What follows belongs to an exercise in optimizing a design on an open flow for small area, a short achievable clock period and few clock cycles per item; a production flow would make more cautious choices. At most, simulation tests tie the RTL to the original design; equivalence was not proved. For run 5, only the layout was checked, not whether the RTL still works. Power is estimated from default activity; no workload was simulated.

### design/flow/run.sh
#!/bin/bash
# synth_recipe.tcl (not shown) runs the flow's synth.tcl, then flattens the netlist and writes it again
# the make line also repeats each setting of config.mk as NAME=value (left out here)
make -C /OpenROAD-flow-scripts/flow DESIGN_CONFIG=/design/flow/config.mk WORK_HOME=/design/flow/orfs CLKGATE_MAP_FILE= SYNTH_SCRIPT=/design/flow/synth_recipe.tcl finish
### design/flow/config.mk
export PLATFORM = sky130hd
export DESIGN_NAME = se05x_tx_frame
export DESIGN_NICKNAME = se05x_tx_frame
export VERILOG_FILES = /design/flow/design.v
export SDC_FILE = /design/flow/constraint.sdc
export NUM_CORES = 4
export LEC_CHECK = 0
export CAP_MARGIN = 20
export CORE_MARGIN = 2
export CORE_UTILIZATION = 40
export SLEW_MARGIN = 20
### design/flow/constraint.sdc
create_clock -name core_clock -period 8.0 [get_ports {clk}]
set_input_delay 1.6000 -clock core_clock [delete_from_list [all_inputs] [get_ports {clk}]]
set_output_delay 1.6000 -clock core_clock [all_outputs]
set_load 0.01 [all_outputs]
### design/flow/design.v
module se05x_tx_frame (
    input  wire        clk,
    input  wire        rst,             
    input  wire        msg_valid,
    output wire        msg_ready,
    input  wire [31:0] msg_data,
    output reg         out_valid,
    input  wire        out_ready,
    output reg  [31:0] out_data,
    output reg         out_last
);
    localparam [7:0] NAD_H2C = 8'h5A;
    function [15:0] f8;
        input [15:0] c;
        input [7:0]  b;
        reg   [7:0]  x;
        begin
            x  = c[7:0] ^ b;
            x  = x ^ {x[3:0], 4'b0000};
            f8 = {8'h00, c[15:8]} ^ {x, 8'h00} ^ {5'b00000, x, 3'b000} ^ {12'h000, x[7:4]};
        end
    endfunction
    localparam [15:0] CRC_NAD = f8(16'hFFFF, NAD_H2C);
    reg        busy;         
    reg        k_hdr;        
    reg        k_full;       
    reg        k_trl;        
    reg        k_tail;       
    reg        odd;          
    reg        tx_seq;       
    reg [15:0] rem;          
    reg        more;         
    reg        rz;           
    reg [5:0]  q;            
    reg [1:0]  r;            
    reg [15:0] crc;
    reg [7:0]  hb0, hb1, hb2, hb3, hb4;    
    reg        nw;           
    reg        rl;           
    wire out_free = !out_valid || out_ready;
    wire [7:0] clen = more ? 8'd254 : rem[7:0];
    wire [7:0] pcb  = {1'b0, tx_seq, more, 5'b00000};
    wire [7:0] nb0 = msg_data[7:0];
    wire [7:0] w0 = k_hdr ? NAD_H2C : hb0;
    wire [7:0] w1 = k_hdr ? pcb     : hb1;
    wire [7:0] w2 = k_hdr ? clen    : hb2;
    wire [7:0] w3 = !odd  ? nb0 : k_hdr ? hb1 : hb3;
    wire [15:0] c1 = k_hdr ? CRC_NAD : f8(crc, w0);
    wire [15:0] c2 = f8(c1, w1);
    wire [15:0] c3 = f8(c2, w2);
    wire [15:0] c4 = f8(c3, w3);
    reg [31:0] ow;
    always @(*) begin
        if (k_tail)
            ow = {24'h000000, ~crc[15:8]};
        else if (k_hdr)
            ow = {(rz ? ~c3[7:0] : w3), w2, w1, w0};
        else if (k_full)
            ow = {w3, w2, w1, w0};
        else
            case (r)
                2'd0:    ow = {16'h0000, ~crc[15:8], ~crc[7:0]};
                2'd1:    ow = {8'h00, ~c1[15:8], ~c1[7:0], w0};
                2'd2:    ow = {~c2[15:8], ~c2[7:0], w1, w0};
                default: ow = {~c3[7:0], w2, w1, w0};
            endcase
    end
    wire fend = k_tail || (k_trl && r != 2'd3);      
    wire go       = busy && out_free && (!nw || msg_valid);
    wire take_len = !busy || (out_free && rl);
    assign msg_ready = !busy || (out_free && (nw || rl));
    reg        busy_n, k_hdr_n, k_full_n, k_trl_n, k_tail_n, odd_n, rz_n, nw_n;
    reg [1:0]  r_n;
    reg [5:0]  q_n;
    always @(*) begin
        busy_n = busy; k_hdr_n = k_hdr; k_full_n = k_full; k_trl_n = k_trl;
        k_tail_n = k_tail; odd_n = odd; rz_n = rz; r_n = r; q_n = q;
        nw_n = nw;
        if (go) begin
            if (fend) begin
                {k_hdr_n, k_full_n, k_trl_n, k_tail_n} = 4'b1000;
                odd_n = ~odd;
                if (rz) busy_n = 1'b0;
                nw_n = odd ? 1'b1 : (more || rem[7:2] != 6'd0 || rem[1:0] == 2'd3);
            end else if (k_hdr) begin
                rz_n = !more;
                r_n  = clen[1:0] - 2'd1;
                q_n  = (clen - 8'd1) >> 2;
                if (rz)
                    {k_hdr_n, k_full_n, k_trl_n, k_tail_n} = 4'b0001;
                else if (clen > 8'd4)
                    {k_hdr_n, k_full_n, k_trl_n, k_tail_n} = 4'b0100;
                else
                    {k_hdr_n, k_full_n, k_trl_n, k_tail_n} = 4'b0010;
                nw_n = odd ? (clen > 8'd6) : (clen > 8'd4);
            end else if (k_full) begin
                q_n = q - 6'd1;
                if (q == 6'd1)
                    {k_hdr_n, k_full_n, k_trl_n, k_tail_n} = 4'b0010;
                nw_n = (q != 6'd1) && (!odd || q != 6'd2 || r[1]);
            end else begin
                {k_hdr_n, k_full_n, k_trl_n, k_tail_n} = 4'b0001;
                nw_n = 1'b0;
            end
        end
        if (msg_valid && take_len) begin
            busy_n = 1'b1;
            {k_hdr_n, k_full_n, k_trl_n, k_tail_n} = 4'b1000;
            odd_n = 1'b0;
            rz_n  = (msg_data[15:0] == 16'h0000);
            nw_n  = !rz_n;
        end
    end
    always @(posedge clk) begin
        if (rst) begin
            busy      <= 1'b0;
            out_valid <= 1'b0;
            tx_seq    <= 1'b0;
        end else begin
            busy <= busy_n;
            if (out_valid && out_ready)
                out_valid <= 1'b0;
            if (go) begin
                out_valid <= 1'b1;
                if (fend)
                    tx_seq <= ~tx_seq;
            end
        end
        k_hdr  <= k_hdr_n;
        k_full <= k_full_n;
        k_trl  <= k_trl_n;
        k_tail <= k_tail_n;
        odd    <= odd_n;
        rz     <= rz_n;
        r      <= r_n;
        q      <= q_n;
        nw     <= nw_n;
        rl     <= rz_n && !nw_n && (k_tail_n || (k_trl_n && r_n != 2'd3));
        if (go) begin
            out_data <= ow;
            out_last <= fend;
            crc      <= ((k_hdr && rz) || k_trl) ? c3 : c4;
            if (k_hdr) begin
                rem  <= rem - 16'd254;
                more <= (rem > 16'd508);
            end
            if (!odd) begin
                if (nw) begin
                    hb0 <= msg_data[15:8];
                    hb1 <= msg_data[23:16];
                    hb2 <= msg_data[31:24];
                end
            end else begin
                hb0 <= k_hdr ? hb2 : hb4;
                if (nw) begin
                    hb1 <= msg_data[7:0];
                    hb2 <= msg_data[15:8];
                    hb3 <= msg_data[23:16];
                    hb4 <= msg_data[31:24];
                end
            end
        end
        if (msg_valid && take_len) begin
            rem  <= msg_data[15:0];
            more <= (msg_data[15:0] > 16'd254);
        end
    end
endmodule
==> results.py, run 1 <==
metrics = {
    "logic_synthesis": {
        "synth-xor-area-share_pct": 21.0,
        "ys_seq_elements": 125,
        "synth_fa_ha_area_share_pct": 0.894,
        "ys_seq_area_share_pct": 43.2,
        "synth_simple_gate_area_share_pct": 13.3,
        "synth_top_family_by_area": "XOR/XNOR gates",
        "syn_avg_cell_area_sq_um": 10.2,
        "synthesis.nets": 867,
        "muxShareOfSynthArea_pct": 5.63,
        "async_reset_ff_share_pct": 0,
        "yosys.cell_types.count": 64,
        "yosysWarnings": 1,
        "synth_area_sq_um": 8390,
        "yosys_most_used_dff": "edfxtp_1",
        "synth-compound-area-share_pct": 13.3,
        "netlist_instances": 825,
        "synth_edf_count": 112,
    },
    "run": {
        "max_cap_viol_count": 0,
    },
    "critical_path": {
        "cp_data_arrival_time_ns": 2.90,
        "max_stage_delay_ns": 0.53,
        "crit_chain": "clkdlybuf4s50_1, nand2b_1, o21ai_0, nand2_1, clkdlybuf4s50_1",
        "cp_max_fo": 4,
        "crit_required_ns": 6.40,
        "critPathLaunchType": "primary input",
        "crit_top_cell": "clkdlybuf4s50_1",
        "crit_type": "primary input to output pin",
        "worst_path_max_delay_cell": "clkdlybuf4s50_1",
        "path_buf_inv": 2,
        "crit_family": "buffers and inverters",
        "crit_path_end_kind": "output pin",
    },
    "pwr": {
        "p_switching_w": 0.00167,
        "p_int_w": 0.00251,
        "leakage_nw": 3.57,
        "pwr-share-seq_pct": 24.7,
        "powerDensity_nw_per_um2": 422,
        "peakVddDrop_mv": 0.178,
        "clock_power_share_pct": 18.6,
        "p_comb_share_pct": 56.8,
        "sw_frac_of_total_pct": 40.0,
    },
    "clock_tree": {
        "clk_latency_ns": 0.44,
        "cts_hold_buffers": 0,
        "root_buffer": "clkbuf_16",
        "numCtsBuffers": 17,
        "htreeDepth": 4,
        "cts_tree": "yes",
        "cts.sinks": 125,
        "clock_path_buffers": 2,
        "cts_setup_buffers": 0,
        "post_cts_resized": 0,
        "clk_pin_slew_ns": 0.06,
    },
    "cells_and_area": {
        "area_growth_pct": 18.1,
        "final_cell_area_sq_um": 9920,
        "num-nets-final": 918,
        "drive_gt1_share_pct": 10.1,
        "instances_no_fill": 1159,
        "fin_util_pct": 48.5,
        "antenna_cells": 0,
        "layout_common_cells": "112 x edfxtp_1, 91 x nor2_1, 81 x xnor2_1",
        "final_common_cell": "edfxtp_1",
    },
    "status": {
        "outcome": "timing/DRC/antenna clean",
    },
    "global_route": {
        "first_global_vias": 6208,
        "grt.overflow.total": 0,
        "grt_max_degree": 56,
        "grt_pass1_wl_mm": 36.6,
        "grt_antenna_before_repair": 0,
        "gr-usage-all-layers_pct": 22.4,
    },
    "floorplanning": {
        "design.core.area_sq_um": 20400,
        "die_x_um": 149,
        "rows": 52,
        "boundaryPins": 71,
        "die-height_um": 149,
        "start_util_pct": 41.1,
        "dieArea_sq_um": 22200,
    },
    "sta": {
        "fin_tns_setup_ns": 0,
        "slew_violations": 0,
        "finalCritPeriodShare_pct": 56.2,
        "period_needed_ns": 4.50,
        "setup_viol": 0,
        "finalClockSkew_ns": 0.0129,
        "postLayoutSetupSlackWorst_ns": 3.50,
        "rsz0062_at_grt": "false",
        "timing.fmax_mhz": 222,
        "hold_violations": 0,
        "slew_headroom_pct": 26.6,
        "worst_slew_pin_slew_ns": 1.09,
    },
    "routing": {
        "vias": 6381,
        "drtIter0Drc": 524,
        "ant_nets": 0,
        "wl_per_cell_um": 20.8,
        "routed_via_density": 5.51,
        "wl_mm": 24.1,
        "drt-pass1-iter-count": 5,
        "drcViolationCount": 0,
    },
    "place": {
        "place_inst": 1127,
        "dpl.hpwl_mm": 17.8,
        "placed_area_sq_um": 9330,
        "post-place-ws_ns": 3.45,
        "gp_congestion": 0.885,
        "io_buffers": 70,
    },
    "min_path": {
        "hold_class": "register to register",
    },
}
worst reg2reg max path, stage by stage (launching register included):
cell and delay (ns):
dfxtp_4 0.71, buf_4 0.59, nor2_1 0.18, xor2_1 0.52, xnor3_1 0.51, nor2_4 0.19
xor2_2 0.31, xor2_1 0.52, xnor2_1 0.23, o21ai_0 0.13, a21oi_1 0.24
metrics by stage:
stage               power (W)  hold slack (ns)
finish                0.00419            0.549
CTS                   0.00418            0.549
global placement      0.00339            0.531
global route          0.00441            0.569
floorplan             0.00287            0.494
detailed placement    0.00340            0.539
area by class of cell:
class	count	area, sq um
fill	1954	10500
timing repair buffer	80	776
clock inverter	14	155
sequential	125	3630
multi-input combinational	642	4550
tap	270	338
inverter	10	37.5
clock buffer	18	429
metal layers:
metal | track usage [%] | part of all wire, % | vias up
met3 | 3.88 | 6.2 | 29
li1 | - | - | 3045
met4 | 7.95 | 2.3 | 0
met2 | 35.5 | 47 | 228
met5 | 0 | 0 | -
met1 | 31.0 | 45 | 3079
logic make-up (layout without fill, tap and decap cells):
family	after synthesis	after routing
AOI/OAI and AO/OA	188	188
xor gates and xnor gates	161	161
adders and majority gates	6	6
buffers and inverters	58	122
DFF	125	125
muxes	44	44
and+or+nand+nor	243	243
power by group through the flow:
stage	clock (W)	sequential [W]	combinational [W]
6_report	0.000778	0.00103	0.00238
2_1_floorplan	0	0.000976	0.00190
4_1_cts	0.000784	0.00103	0.00237
3_3_place_gp	0	0.00104	0.00235
5_1_grt	0.000814	0.00104	0.00255
3_5_place_dp	0	0.00104	0.00236
sequential cells by signal, summed over array words and instances (netlist names), 2 cells and up:
signal and count:
crc 16, hb0 8, hb1 8, hb2 8, hb3 8, hb4 8
out_data 32, q 6, r 2, rem 16
final timing paths:
kind / start / end / slack (ns) / cells past startpoint
max: out_ready / msg_ready / 3.50 / 5
min: busy / out_valid / 0.55 / 2
max reg2reg: k_hdr / out_data[26] / 3.67 / 10
min reg2reg: busy / out_valid / 0.55 / 2
cell usage after synthesis, types with 18 or more instances:
library cell / count / area share (%)
xor2_1: 51 / 5.3
nor2_1: 92 / 4.1
mux2_2: 18 / 2.4
mux2i_1: 24 / 2.9
xnor2_1: 81 / 8.5
nand2_1: 74 / 3.3
o21ai_0: 52 / 3.1
clkbuf_1: 37 / 1.7
a21oi_1: 76 / 4.5
edfxtp_1: 112 / 40
Testbench counts, summed over its fixed seeds: cycles 45,408, messages 960.
==> run 2, diff against run 1 <==
==> design/flow/flow/run.sh (new file) <==
#!/bin/bash
# The standard layout, with plain buffers (instead of the delay buffers
# buffer_ports picks by default) on the input and output ports.
set -euo pipefail
export BUFFER_PORTS_ARGS="-buffer_cell sky130_fd_sc_hd__buf_1"
bash standard.sh > standard.log 2>&1
==> design/flow/standard.sh (new file) <==
#!/bin/bash
# synth_recipe.tcl (not shown) runs the flow's synth.tcl, then flattens the netlist and writes it again
# the make line also repeats each setting of config.mk as NAME=value (left out here)
make -C /OpenROAD-flow-scripts/flow DESIGN_CONFIG=/design/flow/config.mk WORK_HOME=/design/flow/orfs CLKGATE_MAP_FILE= SYNTH_SCRIPT=/design/flow/synth_recipe.tcl "${@:-finish}"
removed: design/flow/run.sh
==> run 2 against run 1 <==
Effect of this change: still clean; clock power grew 5.8%; maximum frequency grew 6.8%; via count grew 1.1%; flip-flop and latch count is the same; combinational power is essentially flat; setup slack gained 0.29 ns; synthesized cell count is the same; first-iteration DRC count grew 17%; clock skew shrank 0.0048 ns; largest cell class unchanged.
==> results.py, run 2 <==
metrics = {
    "logic_synthesis": {
        "yosys_most_used_dff": "edfxtp_1",
        "synth_commonest_cells": "112 x edfxtp_1, 92 x nor2_1, 81 x xnor2_1",
        "async_reset_ff_share_pct": 0,
        "ys_seq_elements": 125,
        "synthTopCellsByArea": "edfxtp_1 40%, xnor2_1 8.5%, xor2_1 5.3%",
        "synth_area_sq_um": 8390,
        "synth-compound-area-share_pct": 13.3,
        "yosysMostFrequentCell": "edfxtp_1",
        "synth_top_family_by_area": "XOR/XNOR gates",
        "yosysWarnings": 1,
        "netlist_instances": 825,
        "synthesis.nets": 867,
        "synth.top_cell.area_share_pct": 40.1,
        "muxShareOfSynthArea_pct": 5.63,
        "yosys.cell_types.count": 64,
        "synth_edf_count": 112,
        "synth_simple_gate_area_share_pct": 13.3,
        "ys_seq_area_share_pct": 43.2,
        "synth-xor-area-share_pct": 21.0,
        "yosys.area.top_type": "edfxtp_1",
        "synth_fa_ha_area_share_pct": 0.894,
        "syn_avg_cell_area_sq_um": 10.2,
    },
    "place": {
        "io_buffers": 70,
        "gp_congestion": 0.922,
        "dpl.hpwl_mm": 17.8,
        "placed_area_sq_um": 8890,
    },
    "clock_tree": {
        "cts_tree": "yes",
        "clk_pin_slew_ns": 0.06,
        "cts_setup_buffers": 0,
        "cts.sinks": 125,
        "numCtsBuffers": 17,
        "root_buffer": "clkbuf_16",
        "cts_hold_buffers": 0,
        "clk_latency_ns": 0.43,
        "clock_path_buffers": 2,
        "post_cts_resized": 0,
        "htreeDepth": 4,
    },
    "critical_path": {
        "crit_required_ns": 8.17,
        "max_stage_delay_ns": 0.62,
        "crit_top_cell": "xnor2_1",
        "crit_path_end_kind": "register",
        "cp_max_fo": 61,
        "crit_chain": "buf_4, nor2b_1, xnor2_1, xor3_2, xnor2_1, o21ai_2, xnor2_2, xor3_1, xnor2_1, xnor2_1, a21oi_1",
        "critPathLaunchType": "register",
        "reg2reg_depth": 11,
        "cp_data_arrival_time_ns": 4.38,
        "worst_path_max_delay_cell": "buf_4",
        "crit_type": "register to register",
    },
    "global_route": {
        "grt_pass1_wl_mm": 36.4,
        "grt.overflow.total": 0,
        "grt_antenna_before_repair": 0,
        "grt_busiest_layer": "met2",
        "grt_util_met2_pct": 34.7,
        "grt_max_degree": 62,
        "gr-usage-all-layers_pct": 22.3,
        "use_met1_pct": 32.2,
        "first_global_vias": 6066,
        "grt.met3_usage_pct": 2.94,
    },
    "routing": {
        "drt-pass1-iter-count": 5,
        "wl_mm": 24.1,
        "ant_nets": 0,
        "drtIter0Drc": 615,
        "vias": 6449,
        "drcViolationCount": 0,
        "wl_per_cell_um": 20.8,
        "routed_via_density": 5.56,
    },
    "floorplanning": {
        "design.core.area_sq_um": 20400,
        "die-height_um": 149,
        "rows": 52,
        "die_x_um": 149,
        "boundaryPins": 71,
        "dieArea_sq_um": 22200,
        "start_util_pct": 41.1,
    },
    "pwr": {
        "finalPower_w": 0.00421,
        "sw_frac_of_total_pct": 39.8,
        "p_switching_w": 0.00168,
        "pwr-share-seq_pct": 24.5,
        "p_comb_share_pct": 56.0,
        "p_int_w": 0.00253,
        "powerDensity_nw_per_um2": 443,
        "peakVddDrop_mv": 0.194,
        "leakage_nw": 3.38,
        "clock_power_share_pct": 19.5,
    },
    "sta": {
        "whs_ns": 0.552,
        "finalCritPeriodShare_pct": 52.7,
        "period_needed_ns": 4.21,
        "rsz0062_at_grt": "false",
        "slew_headroom_pct": 28.4,
        "worst_slew_pin_slew_ns": 1.06,
        "setup_viol": 0,
        "timing.fmax_mhz": 237,
        "slew_violations": 0,
        "finalClockSkew_ns": 0.00807,
        "fin_tns_setup_ns": 0,
        "hold_violations": 0,
    },
    "cells_and_area": {
        "final_cell_area_sq_um": 9510,
        "area_growth_pct": 13.3,
        "fin_util_pct": 46.6,
        "num-nets-final": 918,
        "largest_reg_flops": 32,
        "final_common_cell": "edfxtp_1",
        "reg_top3": "out_data: 32 flops, crc: 16 flops, rem: 16 flops",
        "largest_register": "out_data",
        "layout_common_cells": "112 x edfxtp_1, 91 x nor2_1, 81 x xnor2_1",
        "antenna_cells": 0,
        "drive_gt1_share_pct": 10.0,
    },
    "run": {
        "max_cap_viol_count": 0,
    },
    "min_path": {
        "holdPathStages": 2,
        "hold_class": "register to register",
    },
    "status": {
        "outcome": "timing/DRC/antenna clean",
    },
}
-- run 2: cell counts after synthesis --
Identical to the previous run, type by type.
-- run 2: power groups by stage --
stage,Sequential (W),Clock [W],Combinational (W)
detailed placement,0.00104,0,0.00234
finish,0.00103,0.000823,0.00236
global placement,0.00104,0,0.00232
global route,0.00104,0.000864,0.00254
floorplan,0.000976,0,0.00190
CTS,0.00103,0.000830,0.00235
-- run 2: cell type report --
cell class              count  area (sq um)
fillers                  1964         10900
multi-input cells         642          4550
clock inverters            15           194
inverters                  10          37.5
well taps                 270           338
repair buffers             80           338
flip-flops and latches    125          3630
clock buffers              17           425
-- run 2: worst paths after layout --
check	to	from	slack (ns)
worst max-delay path	crc[8]	k_hdr	3.79
worst min register to register	out_valid	out_valid	0.55
worst min-delay path	out_valid	out_valid	0.55
worst max register to register	crc[8]	k_hdr	3.79
-- run 2: worst max-delay path: cells and delay by family, from the launching register on --
family | cells | cell delay, ns
AO/OA/AOI/OAI | 2 | 0.18
XOR/XNOR | 7 | 2.42
buffers and inverters | 1 | 0.62
flip-flops | 1 | 0.60
AND/OR/NAND/NOR | 1 | 0.12
-- run 2: kinds of logic after synthesis --
| logic type | Yosys count |
|---|---|
| AOI/OAI and AO/OA | 188 |
| xor gates and xnor gates | 161 |
| adders and majority gates | 6 |
| buffers and inverters | 58 |
| DFF | 125 |
| muxes | 44 |
| and+or+nand+nor | 243 |
-- run 2: per-layer routing --
metal	wire, um	share of wire [%]
met4	474	2.0
met5	0	0
met2	11100	46
met3	1500	6.2
met1	11000	46
-- run 2: metrics by stage --
step | setup slack, ns | cells
finish | 3.79 | 1159
floorplan | 3.90 | 825
global route | 3.58 | 1159
detailed placement | 3.82 | 1127
CTS | 3.83 | 1159
global placement | 3.92 | 1127
==> run 3, diff against run 2 <==
--- a/design/flow/design.v
+++ b/design/flow/design.v
@@ -47,5 +47,6 @@
     wire [7:0] w3 = !odd  ? nb0 : k_hdr ? hb1 : hb3;
-    wire [15:0] c1 = k_hdr ? CRC_NAD : f8(crc, w0);
-    wire [15:0] c2 = f8(c1, w1);
-    wire [15:0] c3 = f8(c2, w2);
+    wire [15:0] c1  = f8(crc, hb0);
+    wire [15:0] c2  = f8(c1, hb1);
+    wire [15:0] ch3 = f8(f8(CRC_NAD, pcb), clen);
+    wire [15:0] c3  = k_hdr ? ch3 : f8(c2, hb2);
     wire [15:0] c4 = f8(c3, w3);
@@ -71,3 +72,3 @@
     assign msg_ready = !busy || (out_free && (nw || rl));
-    reg        busy_n, k_hdr_n, k_full_n, k_trl_n, k_tail_n, odd_n, rz_n, nw_n;
+    reg        busy_n, k_hdr_n, k_full_n, k_trl_n, k_tail_n, odd_n, rz_n, nw_n, rl_n;
     reg [1:0]  r_n;
@@ -77,3 +78,3 @@
         k_tail_n = k_tail; odd_n = odd; rz_n = rz; r_n = r; q_n = q;
-        nw_n = nw;
+        nw_n = nw; rl_n = rl;
         if (go) begin
@@ -104,2 +105,3 @@
             end
+            rl_n = rz_n && !nw_n && (k_tail_n || (k_trl_n && r_n != 2'd3));
         end
@@ -111,2 +113,3 @@
             nw_n  = !rz_n;
+            rl_n  = 1'b0;
         end
@@ -137,3 +140,3 @@
         nw     <= nw_n;
-        rl     <= rz_n && !nw_n && (k_tail_n || (k_trl_n && r_n != 2'd3));
+        rl     <= rl_n;
         if (go) begin
--- a/design/flow/config.mk
+++ b/design/flow/config.mk
@@ -7,5 +7,6 @@
 export LEC_CHECK = 0
-export CAP_MARGIN = 20
+export CAP_MARGIN = 10
 export CORE_MARGIN = 2
-export CORE_UTILIZATION = 40
-export SLEW_MARGIN = 20
+export CORE_UTILIZATION = 60
+export CTS_BUF_LIST = sky130_fd_sc_hd__clkbuf_4 sky130_fd_sc_hd__clkbuf_8
+export SLEW_MARGIN = 10
==> run 3 against run 2 <==
Effect of this change: still clean on timing, DRC and antenna; hold slack got worse by 0.016 ns; clock-buffer cell count is 2 higher; synthesized area shrank 0.98%; first-iteration DRC count increased by 8.5%; via count down 1.5%; critical path depth is 1 lower; combinational power up 21%; register-to-register slack improved by 0.18 ns; clock skew increased by 0.0073 ns; sequential power shrank 7%; critical path type unchanged; highest routed layer unchanged.
==> results.py, run 3 <==
metrics = {
    "clock_tree": {
        "cts_hold_buffers": 0,
        "root_buffer": "clkbuf_8",
        "cts_setup_buffers": 0,
        "cts.sinks": 125,
        "clock_path_buffers": 2,
        "numCtsBuffers": 17,
        "htreeDepth": 4,
        "cts_tree": "yes",
        "clk_pin_slew_ns": 0.08,
        "post_cts_resized": 0,
        "clk_latency_ns": 0.45,
    },
    "sta": {
        "finalClockSkew_ns": 0.0154,
        "slew_violations": 0,
        "rsz0062_at_grt": "false",
        "setup_viol": 0,
        "timing.fmax_mhz": 248,
        "period_needed_ns": 4.03,
        "fin_tns_setup_ns": 0,
        "slew_headroom_pct": 22.2,
        "postLayoutSetupSlackWorst_ns": 3.97,
        "worst_slew_pin_slew_ns": 1.15,
        "finalCritPeriodShare_pct": 50.4,
        "hold_violations": 0,
    },
    "critical_path": {
        "crit_path_end_kind": "register",
        "crit_type": "register to register",
        "worst_path_max_delay_cell": "xnor2_1",
        "reg2reg_depth": 10,
        "crit_chain": "xnor2_1, xnor3_2, xnor2_2, xnor2_2, xnor3_1, mux2_4, xnor2_4, xor2_1, xnor2_1, mux2i_1",
        "crit_end": "crc[10]",
        "reg2reg_from": "hb0[4]",
        "cp_data_arrival_time_ns": 4.17,
        "worst-path-stages": 10,
        "max_stage_delay_ns": 0.61,
        "cp_max_fo": 6,
        "timing.rr.end": "crc[10]",
        "cp-startpoint": "hb0[4]",
        "crit_required_ns": 8.14,
        "crit_family": "XOR/XNOR gates",
        "path_buf_inv": 0,
        "critPathLaunchType": "register",
        "rrSetupSlack_ns": 3.97,
    },
    "routing": {
        "dr_wl_met3_mm": 1.95,
        "drcViolationCount": 0,
        "top_layer_used": "met4",
        "wl_mm": 23.0,
        "wl_per_cell_um": 22.1,
        "drtIter0Drc": 667,
        "vias": 6353,
        "routed_via_density": 6.12,
        "wl_met1_mm": 9.77,
        "met2_length_mm": 10.6,
        "drt-pass1-iter-count": 6,
        "ant_nets": 0,
    },
    "floorplanning": {
        "rows": 43,
        "die-height_um": 122,
        "boundaryPins": 71,
        "design.core.area_sq_um": 13700,
        "dieArea_sq_um": 14800,
        "die_x_um": 122,
        "start_util_pct": 60.6,
    },
    "global_route": {
        "grt_pass1_wl_mm": 34.9,
        "grt.overflow.total": 0,
        "first_global_vias": 5934,
        "grt_antenna_before_repair": 0,
        "grt_max_degree": 56,
        "gr-usage-all-layers_pct": 32.5,
    },
    "logic_synthesis": {
        "synthTopCellsByArea": "edfxtp_1 42%, xnor2_1 9.0%, xor2_1 5.0%",
        "yosys_most_used_dff": "edfxtp_1",
        "yosys.cell_types.count": 49,
        "synth_edf_count": 116,
        "synth-compound-area-share_pct": 12.1,
        "syn_avg_cell_area_sq_um": 10.4,
        "ys_seq_area_share_pct": 44.1,
        "yosysMostFrequentCell": "edfxtp_1",
        "ys_seq_elements": 125,
        "muxShareOfSynthArea_pct": 5.69,
        "synth.top_cell.area_share_pct": 41.9,
        "synthesis.nets": 841,
        "yosysWarnings": 1,
        "async_reset_ff_share_pct": 0,
        "synth_area_sq_um": 8310,
        "synth-xor-area-share_pct": 22.5,
        "yosys.area.top_type": "edfxtp_1",
        "synth_commonest_cells": "116 x edfxtp_1, 87 x nand2_1, 85 x xnor2_1",
        "synth_top_family_by_area": "XOR/XNOR gates",
        "netlist_instances": 800,
        "synth_fa_ha_area_share_pct": 0.753,
        "synth_simple_gate_area_share_pct": 11.8,
    },
    "pwr": {
        "powerDensity_nw_per_um2": 482,
        "leakage_nw": 3.28,
        "finalPower_w": 0.00435,
        "peakVddDrop_mv": 0.266,
    },
    "cells_and_area": {
        "fin_util_pct": 65.8,
        "instances_no_fill": 1038,
        "fill_cells": 1151,
        "area_growth_pct": 8.61,
        "num-nets-final": 888,
        "final_common_cell": "edfxtp_1",
        "reg_top3": "out_data: 32 flops, crc: 16 flops, rem: 16 flops",
        "drive_gt1_share_pct": 9.91,
        "layout_common_cells": "116 x edfxtp_1, 87 x nand2_1, 85 x xnor2_1",
        "multi_input_area_sq_um": 4400,
        "antenna_cells": 0,
        "seq_area_sq_um": 3670,
        "largest_register": "out_data",
        "largest_reg_flops": 32,
    },
    "place": {
        "place_inst": 1008,
        "dpl.hpwl_mm": 17.2,
        "gp_congestion": 0.949,
        "io_buffers": 70,
        "post-place-ws_ns": 3.73,
    },
    "min_path": {
        "hold_class": "register to register",
    },
    "run": {
        "max_cap_viol_count": 0,
    },
    "status": {
        "outcome": "timing/DRC/antenna clean",
    },
}
-- run 3: changes by cell type in the layout (fill, tap and decap cells not counted), sizes merged, moves of 4 or more --
cell    before  now
a21boi       4    0
edfxtp     112  116
inv         10   14
nor2        95   81
a211oi      13   18
nand2       74   87
or2          6    1
o22a         4    0
dfxtp       13    9
a22oi        0   15
a21oi       76   53
xor3         5    1
xnor2       87   99
-- run 3: tightest hold or removal path: stages, from the launching register on --
cell and delay (ns):
dfxtp_1 0.34, nand3_1 0.08, o31ai_1 0.07
-- run 3: power breakdown --
part	internal [W]	total (W)	switching (W)	leakage, nW
sequential	0.000862	0.000961	0.0000990	1.13
combinational	0.00140	0.00285	0.00145	1.96
clock	0.000279	0.000535	0.000256	0.190
-- run 3: through the flow --
step	cell area (sq um)	hold WS, ns
after floorplan	8310	0.456
after global placement	8660	0.518
after detailed placement	8660	0.501
after CTS	9030	0.523
after global routing	9030	0.561
final	9030	0.535
-- run 3: how the worst min path moves through the flow --
stage | from | endpoint | slack [ns] | depth (start not counted)
2_1_floorplan | rl | rl | 0.46 | 2
3_3_place_gp | busy | busy | 0.52 | 2
3_5_place_dp | rl | rl | 0.50 | 2
4_1_cts | rl | rl | 0.52 | 2
5_1_grt | rl | rl | 0.56 | 2
6_report | rl | rl | 0.54 | 2
-- run 3: per-layer routing --
layer / GRT usage [%] / up-vias
met3: 7.12 / 50
li1: - / 2928
met4: 11.3 / 0
met2: 50.1 / 332
met1: 45.7 / 3043
met5: 0 / -
-- run 3: logic make-up (layout without fill, tap and decap cells) --
logic type,after synthesis,count (layout)
xor+xnor,167,167
compound gates,171,171
fa+ha+maj,5,5
flops,125,125
simple gates,226,226
mux,44,44
buf+inv,62,120
-- run 3: layout make-up --
cell class              instances  area share [%]
multi-input cells             613            48.8
clock buffers                  19            2.76
inverters                      13           0.541
clock inverters                11            1.34
repair buffers                 77            3.49
flip-flops and latches        125            40.6
well taps                     180            2.49
Testbench counts of run 3, summed over its fixed seeds: cycles 45,408, messages 960.
==> run 4, diff against run 3 <==
==> design/flow/config.mk (replaced) <==
export PLATFORM = sky130hd
export DESIGN_NAME = se05x_tx_frame
export DESIGN_NICKNAME = se05x_tx_frame
export VERILOG_FILES = /design/flow/design.v
export SDC_FILE = /design/flow/constraint.sdc
export NUM_CORES = 4
export LEC_CHECK = 0
export CAP_MARGIN = 20
export CORE_MARGIN = 2
export CORE_UTILIZATION = 40
export SLEW_MARGIN = 20
==> run 4 against run 3 <==
Effect of this change: still clean; setup slack improved by 0.21 ns; maximum frequency rose by 5.5%; hold slack got worse by 0.012 ns; cell count increased by 9.1%; largest power group unchanged.
==> results.py, run 4 <==
metrics = {
    "status": {
        "outcome": "timing/DRC/antenna clean",
    },
    "clock_tree": {
        "clock_path_buffers": 2,
        "clk_latency_ns": 0.43,
        "post_cts_resized": 0,
        "clk_pin_slew_ns": 0.06,
        "cts_tree": "yes",
        "cts_hold_buffers": 0,
        "numCtsBuffers": 17,
        "cts.sinks": 125,
        "htreeDepth": 4,
        "cts_setup_buffers": 0,
        "root_buffer": "clkbuf_16",
    },
    "sta": {
        "finalCritPeriodShare_pct": 47.8,
        "period_needed_ns": 3.82,
        "timing.fmax_mhz": 262,
        "slew_headroom_pct": 31.4,
        "rsz0062_at_grt": "false",
        "setup_viol": 0,
        "hold_violations": 0,
        "worst_slew_pin_slew_ns": 1.03,
        "fin_tns_setup_ns": 0,
        "finalClockSkew_ns": 0.0117,
        "slew_violations": 0,
    },
    "logic_synthesis": {
        "yosys_most_used_dff": "edfxtp_1",
        "synthTopCellsByArea": "edfxtp_1 42%, xnor2_1 9.0%, xor2_1 5.0%",
        "yosysWarnings": 1,
        "ys_seq_area_share_pct": 44.1,
        "synthesis.nets": 841,
        "async_reset_ff_share_pct": 0,
        "yosys.area.top_type": "edfxtp_1",
        "synth_edf_count": 116,
        "yosys.cell_types.count": 49,
        "syn_avg_cell_area_sq_um": 10.4,
        "synth_area_sq_um": 8310,
        "yosysMostFrequentCell": "edfxtp_1",
        "synth_commonest_cells": "116 x edfxtp_1, 87 x nand2_1, 85 x xnor2_1",
        "synth.top_cell.area_share_pct": 41.9,
        "ys_seq_elements": 125,
        "netlist_instances": 800,
    },
    "floorplanning": {
        "die-height_um": 148,
        "boundaryPins": 71,
        "dieArea_sq_um": 21900,
        "start_util_pct": 40.9,
        "die_x_um": 148,
        "design.core.area_sq_um": 20300,
        "rows": 52,
    },
    "critical_path": {
        "crit_type": "register to register",
        "rrSetupSlack_ns": 4.18,
        "crit_path_end_kind": "register",
        "crit_required_ns": 8.15,
        "cp_max_fo": 6,
        "critPathLaunchType": "register",
        "cp_data_arrival_time_ns": 3.98,
    },
    "place": {
        "gp_congestion": 0.921,
        "io_buffers": 70,
        "dpl.hpwl_mm": 17.8,
        "placed_area_sq_um": 8780,
    },
    "global_route": {
        "grt.overflow.total": 0,
        "grt_max_degree": 56,
        "grt.met3_usage_pct": 4.79,
        "use_met1_pct": 30.9,
        "first_global_vias": 6091,
        "gr-usage-all-layers_pct": 22.4,
        "grt_util_met2_pct": 34.0,
        "grt_busiest_layer": "met2",
        "grt_pass1_wl_mm": 36.7,
        "grt_antenna_before_repair": 0,
    },
    "cells_and_area": {
        "fill_cells": 1975,
        "drive_gt1_share_pct": 10.4,
        "largest_reg_flops": 32,
        "num-nets-final": 890,
        "antenna_cells": 0,
        "final_common_cell": "edfxtp_1",
        "largest_register": "out_data",
        "final_cell_area_sq_um": 9410,
        "area_growth_pct": 13.2,
        "layout_common_cells": "116 x edfxtp_1, 87 x nand2_1, 85 x xnor2_1",
        "reg_top3": "out_data: 32 flops, crc: 16 flops, rem: 16 flops",
        "fin_util_pct": 46.4,
    },
    "pwr": {
        "peakVddDrop_mv": 0.299,
        "leakage_nw": 3.40,
        "powerDensity_nw_per_um2": 498,
        "finalPower_w": 0.00469,
    },
    "run": {
        "max_cap_viol_count": 0,
    },
    "routing": {
        "routed_via_density": 5.61,
        "drcViolationCount": 0,
        "wl_mm": 23.9,
        "wl_per_cell_um": 21.1,
        "vias": 6354,
        "drt-pass1-iter-count": 5,
        "drtIter0Drc": 566,
        "ant_nets": 0,
    },
    "min_path": {
        "hold_class": "register to register",
    },
}
==> run 4: cell count changes in the layout (fill, tap and decap cells not counted), sizes merged <==
cell	change
inv	+7
bufinv	+1
clkbuf	-2
buf	+2
clkinv	-4
==> run 4: power breakdown <==
part | internal (W) | switching, W | leakage [nW]
combinational | 0.00140 | 0.00150 | 1.97
clock | 0.000501 | 0.000327 | 0.304
sequential | 0.000863 | 0.0000966 | 1.13
total | 0.00277 | 0.00192 | 3.40
==> run 4: cell families (layout without fill, tap and decap cells) <==
group	count (synthesis)	count (layout)	synth area share, %
simple gates	226	226	11.8
buf+inv	62	124	3.01
xor+xnor	167	167	22.5
compound gates	171	171	12.1
fa+ha+maj	5	5	0.753
mux	44	44	5.69
flops	125	125	44.1
==> run 4: per-layer routing <==
layer | share of wire (%) | routed length, um | vias up
met5 | 0 | 0 | -
met4 | 3.4 | 816 | 0
met3 | 6.8 | 1620 | 48
met2 | 45 | 10900 | 257
met1 | 44 | 10600 | 3108
li1 | - | - | 2941
==> run 4: cell type report <==
cell class	count	area (sq um)	share of cell area (%)
Clock buffer	17	425	4.52
Multi-Input combinational cell	613	4400	46.8
Inverter	13	48.8	0.519
Timing Repair Buffer	79	330	3.51
Clock inverter	15	199	2.11
Tap cell	270	338	3.59
Sequential cell	125	3670	39.0
==> run 4: path summary, 6_finish.rpt <==
kind,startpoint,to,depth (start not counted)
max,hb0[2],crc[9],10
min,k_tail,k_tail,2
max reg2reg,hb0[2],crc[9],10
min reg2reg,k_tail,k_tail,2
==> run 4: metrics by stage <==
stage	setup slack (ns)	hold slack, ns	instances
2_1_floorplan	3.89	0.456	800
3_3_place_gp	4.17	0.500	1100
3_5_place_dp	4.18	0.518	1100
4_1_cts	4.20	0.534	1132
5_1_grt	4.02	0.573	1132
6_report	4.18	0.523	1132
==> run 4: critical path, cell delays in order (launching register included) <==
cell and delay (ns):
edfxtp_1 0.50, xnor2_1 0.41, xnor3_2 0.43, xnor2_4 0.38, xor2_2 0.34, xnor3_1 0.47, mux2_4 0.31, xnor2_4 0.24
xor2_2 0.20, xnor2_1 0.14, mux2i_1 0.13
==> run 5, diff against run 4 <==
--- a/design/flow/design.v
+++ b/design/flow/design.v
@@ -39,2 +39,4 @@
     reg        rl;           
+    reg        mr_a;         
+    reg        mr_b;
     wire out_free = !out_valid || out_ready;
@@ -71,3 +73,3 @@
     wire take_len = !busy || (out_free && rl);
-    assign msg_ready = !busy || (out_free && (nw || rl));
+    assign msg_ready = mr_a || (mr_b && out_ready);
     reg        busy_n, k_hdr_n, k_full_n, k_trl_n, k_tail_n, odd_n, rz_n, nw_n, rl_n;
@@ -141,2 +143,4 @@
         rl     <= rl_n;
+        mr_a   <= rst || !busy_n || ((nw_n || rl_n) && !(go || (out_valid && !out_ready)));
+        mr_b   <= nw_n || rl_n;
         if (go) begin
--- a/design/flow/config.mk
+++ b/design/flow/config.mk
@@ -10,2 +10,3 @@
 export CORE_UTILIZATION = 40
+export SETUP_SLACK_MARGIN = 4.3
 export SLEW_MARGIN = 20
==> run 5 against run 4 <==
Effect of this change: sequential share of layout area up 0.54 points; setup slack better by 0.23 ns; hold slack worse by 0.024 ns; largest power group unchanged.
==> results.py, run 5 <==
metrics = {
    "cells_and_area": {
        "seq_area_sq_um": 3700,
        "antenna_cells": 0,
        "fill_cells": 1920,
        "num-nets-final": 905,
        "largest_reg_flops": 32,
        "reg_top3": "out_data: 32 flops, crc: 16 flops, rem: 16 flops",
        "final_common_cell": "edfxtp_1",
        "largest_register": "out_data",
        "layout_common_cells": "115 x edfxtp_1, 90 x nor2_1, 84 x xnor2_1",
        "area_growth_pct": 14.6,
        "multi_input_area_sq_um": 4280,
        "drive_gt1_share_pct": 10.5,
        "instances_no_fill": 1147,
    },
    "sta": {
        "worst_slew_pin_slew_ns": 0.985,
        "fin_tns_setup_ns": 0,
        "period_needed_ns": 3.60,
        "finalCritPeriodShare_pct": 45.0,
        "slew_violations": 0,
        "finalClockSkew_ns": 0.0112,
        "rsz0062_at_grt": "true",
        "timing.fmax_mhz": 278,
        "hold_violations": 0,
        "setup_viol": 0,
        "slew_headroom_pct": 34.3,
        "whs_ns": 0.498,
    },
    "global_route": {
        "grt_util_met2_pct": 33.7,
        "grt_pass1_wl_mm": 35.4,
        "first_global_vias": 5704,
        "grt.met3_usage_pct": 3.88,
        "grt_antenna_before_repair": 1,
        "use_met1_pct": 32.4,
        "gr-usage-all-layers_pct": 22.2,
        "grt.overflow.total": 0,
        "grt_busiest_layer": "met2",
        "grt_max_degree": 52,
    },
    "pwr": {
        "powerDensity_nw_per_um2": 321,
        "leakage_nw": 3.37,
        "peakVddDrop_mv": 0.200,
    },
    "critical_path": {
        "reg2reg_from": "crc[9]",
        "crit_required_ns": 8.17,
        "cp_data_arrival_time_ns": 3.77,
        "crit_path_end_kind": "register",
        "cp_max_fo": 6,
        "reg2reg_depth": 10,
        "crit_type": "register to register",
        "critPathLaunchType": "register",
        "rrSetupSlack_ns": 4.40,
        "timing.rr.end": "crc[1]",
    },
    "run": {
        "max_cap_viol_count": 0,
    },
    "logic_synthesis": {
        "synth_commonest_cells": "115 x edfxtp_1, 90 x nor2_1, 88 x xnor2_1",
        "yosys_most_used_dff": "edfxtp_1",
        "synth_area_sq_um": 8170,
        "netlist_instances": 810,
        "yosysWarnings": 1,
        "yosysMostFrequentCell": "edfxtp_1",
        "synth_edf_count": 115,
        "synth-compound-area-share_pct": 13.4,
        "synth-xor-area-share_pct": 20.1,
        "synth_top_family_by_area": "XOR/XNOR gates",
        "syn_avg_cell_area_sq_um": 10.1,
        "ys_seq_area_share_pct": 45.2,
        "synth_simple_gate_area_share_pct": 12.7,
        "ys_seq_elements": 127,
        "yosys.area.top_type": "edfxtp_1",
        "synthTopCellsByArea": "edfxtp_1 42%, xnor2_1 9.4%, xor2_1 4.5%",
        "muxShareOfSynthArea_pct": 4.66,
        "async_reset_ff_share_pct": 0,
        "synth.top_cell.area_share_pct": 42.3,
        "yosys.cell_types.count": 49,
        "synthesis.nets": 851,
        "synth_fa_ha_area_share_pct": 0.766,
    },
    "routing": {
        "ant_nets": 0,
        "drt-pass1-iter-count": 5,
        "wl_mm": 24.0,
        "drtIter0Drc": 732,
        "wl_per_cell_um": 20.9,
        "routed_via_density": 5.62,
        "drcViolationCount": 0,
        "vias": 6449,
    },
    "floorplanning": {
        "die_x_um": 147,
        "boundaryPins": 71,
        "design.core.area_sq_um": 20100,
        "die-height_um": 147,
        "start_util_pct": 40.6,
        "rows": 52,
        "dieArea_sq_um": 21600,
    },
    "clock_tree": {
        "htreeDepth": 4,
        "clk_pin_slew_ns": 0.06,
        "clock_path_buffers": 2,
        "cts_tree": "yes",
        "numCtsBuffers": 17,
        "cts_hold_buffers": 0,
        "root_buffer": "clkbuf_16",
        "cts.sinks": 127,
        "clk_latency_ns": 0.43,
    },
    "min_path": {
        "whs_endpoint": "k_tail",
        "hold_class": "register to register",
        "holdPathStages": 2,
        "hold_start": "k_tail",
    },
    "status": {
        "outcome": "timing/DRC/antenna clean",
    },
    "place": {
        "place_inst": 1107,
        "dpl.hpwl_mm": 17.4,
        "gp_congestion": 0.942,
        "io_buffers": 70,
    },
}
[run 5: how the worst max path moves through the flow]
stage | depth (start not counted) | startpoint | to
after floorplan | 4 | msg_valid | hb3[0]
after global placement | 12 | out_ready | mr_a
after detailed placement | 12 | out_ready | mr_a
after CTS | 10 | hb0[5] | crc[1]
after global routing | 10 | hb0[0] | crc[7]
final | 10 | crc[9] | crc[1]
[run 5: layout make-up]
| class | count | share of cell area, % |
|---|---|---|
| Multi-Input combinational cell | 618 | 45.7 |
| Clock buffer | 22 | 5.64 |
| Clock inverter | 10 | 0.883 |
| Inverter | 16 | 0.722 |
| Sequential cell | 127 | 39.5 |
| Tap cell | 270 | 3.61 |
| Timing Repair Buffer | 83 | 3.85 |
| Timing Repair inverter | 1 | 0.0535 |
[run 5: per-layer routing]
metal / share of wire, % / wire length (um)
met4: 2.2 / 523
met2: 45 / 10800
met1: 44 / 10600
met5: 0.033 / 8
met3: 8.7 / 2090
[run 5: repair_timing]
item,in CTS,in global routing
cloned,0,1
setup endpoints to repair,12,9
buffers inserted,3,4
pin swaps,1,0
resized for setup,4,6
[run 5: power breakdown]
part	leakage (nW)	switching (W)	total [W]	internal, W
Combinational	1.91	0.000720	0.00132	0.000602
Clock	0.307	0.000315	0.000790	0.000476
Sequential	1.15	0.0000763	0.000890	0.000813
Total	3.37	0.00111	0.00300	0.00189
[run 5: cells by family (layout without fill, tap and decap cells)]
family	Yosys count	count (layout)
xor gates and xnor gates	154	154
DFF	127	127
AOI/OAI and AO/OA	185	185
muxes	36	36
adders and majority gates	5	5
and+or+nand+nor	238	238
buffers and inverters	65	132
[run 5: metrics by stage]
| step | utilization [%] | setup slack [ns] | area (sq um) | power [W] |
|---|---|---|---|---|
| global route | 46.5 | 4.27 | 9360 | 0.00314 |
| global placement | 42.9 | 3.89 | 8620 | 0.00215 |
| floorplan | - | 4.36 | 8170 | 0.00190 |
| detailed placement | 42.9 | 3.83 | 8620 | 0.00216 |
| finish | 46.5 | 4.40 | 9360 | 0.00300 |
| CTS | 46.2 | 4.34 | 9290 | 0.00298 |
[run 5: worst max-delay path, cell delays in order (launching register included)]
cell	delay [ns]
edfxtp_1	0.50
xor2_1	0.30
xnor3_1	0.64
xor2_2	0.49
xnor2_1	0.11
o21ai_0	0.48
xnor2_1	0.23
xnor2_1	0.23
xnor2_1	0.14
nor2_1	0.06
xnor2_1	0.16

-- afterwards: timing with drivers on the ports --
How much do the figures lean on ideal ports? The routed layouts below were timed once more, with nothing changed but the port constraints.
Step 1 assumes that a clkbuf_16 drives the clock port and a buf_2 every other input.
Step 2 moves the port delays by t, midway between the first and last clock arrival at a register: inputs arrive t later, outputs are due t later. That takes back most of the time a late clock gives input paths.
Slacks: ideal ports / drivers / drivers and shift; pairs: ideal ports / drivers.
run | shift t [ns] | setup slack, ns | hold WS [ns]
run 1 | 0.480 | 3.502 / 3.475 / 3.378 | 0.549 / 0.549 / 0.549
run 2 | 0.471 | 3.787 / 3.787 / 3.787 | 0.552 / 0.552 / 0.552
run 3 | 0.475 | 3.967 / 3.967 / 3.707 | 0.535 / 0.535 / 0.535
run 4 | 0.469 | 4.176 / 4.176 / 4.176 | 0.523 / 0.523 / 0.523
run 5 | 0.475 | 4.403 / 4.403 / 4.140 | 0.498 / 0.498 / 0.498
After both steps every run listed still meets setup and hold. The setup slack of run 5, which loses most, moves by 0.000 ns with the drivers and by -0.263 ns with both steps.
